This design comes from an exercise in tuning for a short achievable clock period and few clock cycles on the open sky130 flow, not from production work. In this exercise RTL edits were held to simulation tests only and were not proved equivalent to the original. Power and IR drop assume default switching activity.

==> v11 <==
// pacal_core
module pacal_core (
    input  wire        clk,
    input  wire        rst,           
    input  wire        load_en,
    input  wire [1:0]  load_sel,      
    input  wire [3:0]  load_addr,
    input  wire [15:0] load_data,
    input  wire        run,
    input  wire        stop,
    input  wire [3:0]  irq_req,       
    input  wire [3:0]  irq_mask,
    input  wire        irq_enable,
    input  wire        key_avail,
    input  wire [3:0]  key_data,
    output wire        key_pop,
    output wire        char_valid,
    output wire [3:0]  char_data,
    output wire        running,
    output wire [2:0]  fault,
    input  wire [4:0]  dbg_addr,
    output reg  [3:0]  dbg_data
);
Settings: LEC_CHECK=0, ABC_CLOCK_PERIOD_IN_PS=3000, CAP_MARGIN=20, CORE_MARGIN=2, CORE_UTILIZATION=25, PLACE_DENSITY=0.52, SETUP_SLACK_MARGIN=5, SLEW_MARGIN=20; clock period 10.0 ns.
run.sh (not shown) runs the stock make flow with config.mk's settings and CLKGATE_MAP_FILE= SYNTH_SCRIPT=/design/flow/synth_recipe.tcl, a recipe that flattens the netlist after the stock synthesis.
==> v20: changes against v11 <==
--- a/flow/design.v
+++ b/flow/design.v
@@ -335,20 +335,20 @@
     wire       exA      = exec && simA;           
     wire       exB      = exA && simB;            
     wire       ramA     = (bA >= ROM_SIZE) && (bA < ROM_SIZE + RAM_SIZE);
     wire       ramB     = (bmB >= ROM_SIZE) && (bmB < ROM_SIZE + RAM_SIZE);
     wire       popA     = fa[P_LD] && (bA == KEY_DATA) && kav_q;
     wire       popB     = fb[P_LD] && (bmB == KEY_DATA) && kav_q;
     wire       go_ld    = run_q && !stop && !irq_take && !popped_q && simA && kav_q;
     wire       a14B     = fb[P_I14] || (fbB ? a14A : |(fb[P_RB +: 4] & e14));
-    assign key_pop    = !rst && go_ld && ((fa[P_LD] && a14A) || (simB && fb[P_LD] && a14B));
+    assign key_pop    = go_ld && ((fa[P_LD] && a14A) || (simB && fb[P_LD] && a14B));
     wire       chB      = fb[P_ST] && (bmB == CHAR_OUT);
     wire       chgrp    = simB && chB;
-    assign char_valid = !rst && ((exA && chA) || char_q);
+    assign char_valid = (exA && chA) || char_q;
     assign char_data  = char_q ? chdat_q : aA;
     localparam E_HOLD = 0, E_K1 = 1, E_K2 = 2, E_K3 = 3, E_SLOW = 4;
     reg [4:0] esel;
     reg [3:0] slow_pc;
     reg       grpA;                   
     always @(*) begin
         esel    = 5'b0;
         slow_pc = bA;
- CELL_PAD_IN_SITES_DETAIL_PLACEMENT: unset -> 1
- CELL_PAD_IN_SITES_GLOBAL_PLACEMENT: unset -> 1
- PLACE_DENSITY: 0.52 -> 0.45
==> v17: changes against v11 <==
- CELL_PAD_IN_SITES_DETAIL_PLACEMENT: unset -> 1
- CELL_PAD_IN_SITES_GLOBAL_PLACEMENT: unset -> 1
- PLACE_DENSITY: 0.52 -> 0.45
==> summary of the runs <==
Cell count: v11 < v17 < v20. Via count, highest first: v20, v11, v17. In flip-flop and latch count, v17 and v11 do not differ. The highest register-to-register slack belongs to v11, the lowest to v20. The highest design area belongs to v20, the lowest to v11. Setup slack: v17 is lower than v11 (0.21 ns). In v11 the core utilization is lower than in v17, by 0.59 points. Synthesized area: v20 is larger than v17 (about 0.9%). Routed wire length, lowest first: v11, v17, v20. Count of clock-buffer cells in the layout, highest first: v17, v20, v11. First-iteration DRC count: v20 < v17 < v11.
==> figures <==
Fraction of area in multi-input gates: v11 46.6%; v17 46.1%; v20 46.4%
Run status: v11 complete, no violations; v17 complete, no violations; v20 complete, no violations
Peak supply drop: v11 0.173 mV; v17 0.134 mV; v20 0.139 mV
First DRT Iteration DRCs: v11 18271; v17 13070; v20 12851
Met2 capacity usage during global routing: v11 37.7%; v17 47.2%; v20 49.1%
Std-Cell Core Area: v11 256000 sq um; v17 256000 sq um; v20 259000 sq um
Worst setup path endpoint: v11 dbg_data[3]; v17 dbg_data[3]; v20 fa[19]
RD Place Congestion: v11 0.965; v17 0.897; v20 0.912
Fraction of layout instances using a drive strength above 1: v11 17.3%; v17 18.6%; v20 17.7%
Number of logic stages on the critical path including buffering: v11 6; v17 8; v20 14
Comb power: v11 3.64 mW; v17 3.90 mW; v20 2.57 mW
Clock network power share: v11 34.1%; v17 36.4%; v20 40.3%
Type of destination of the critical path: v11 output pin; v17 output pin; v20 flop
Launch point of the worst reg-to-reg path: v11 fa[0]; v17 regs[0][1]; v20 regs[2][0]
Switching power total: v11 4.43 mW; v17 4.84 mW; v20 4.00 mW
Critical R2R Capture: v11 fb[40]; v17 fa[4]; v20 fa[19]
Worst setup path category: v11 in2out; v17 in2out; v20 reg2reg
Combinational power share: v11 28.1%; v17 28.2%; v20 21.0%
Seq/total area: v11 35.9%; v17 35.2%; v20 34.9%
Number of core rows: v11 186; v17 186; v20 187
Sequential share of power: v11 37.8%; v17 35.4%; v20 38.6%
Internal power: v11 8.53 mW; v17 8.99 mW; v20 8.21 mW
Synthesized area: v11 64400 sq um; v17 64400 sq um; v20 65000 sq um
Testbench counts of v11, summed over its fixed seeds: cycles 13,016.
Testbench counts of v20, summed over its fixed seeds: cycles 13,016.
Testbench counts of v17, summed over its fixed seeds: cycles 13,016.

## what the ideal ports hide
In the flow no input, the clock included, has a driving cell. The finished layouts below were timed again as built, in two steps. Step 1 assumes that a clkbuf_16 drives the clock port and a buf_2 every other input. Step 2 moves the port delays by t, midway between the first and last clock arrival at a register: inputs arrive t later, outputs are due t later. That takes back most of the time a late clock gives input paths. Slacks: no drivers / after step 1 / after step 2; pairs: no drivers / after step 1.
run	t (ns)	setup WS [ns]	worst setup path at the end	clock arrival spread, ns
v11	0.898	4.516 / 4.272 / 4.272	input to output	0.083 / 0.083
v20	0.929	4.420 / 4.192 / 4.106	input to register	0.053 / 0.053
v17	0.924	4.301 / 4.235 / 4.152	input to register	0.063 / 0.063
After both steps every run listed still meets setup and hold. For v20, which loses most, drivers alone change the setup slack by -0.228 ns; drivers and shift together by -0.314 ns.
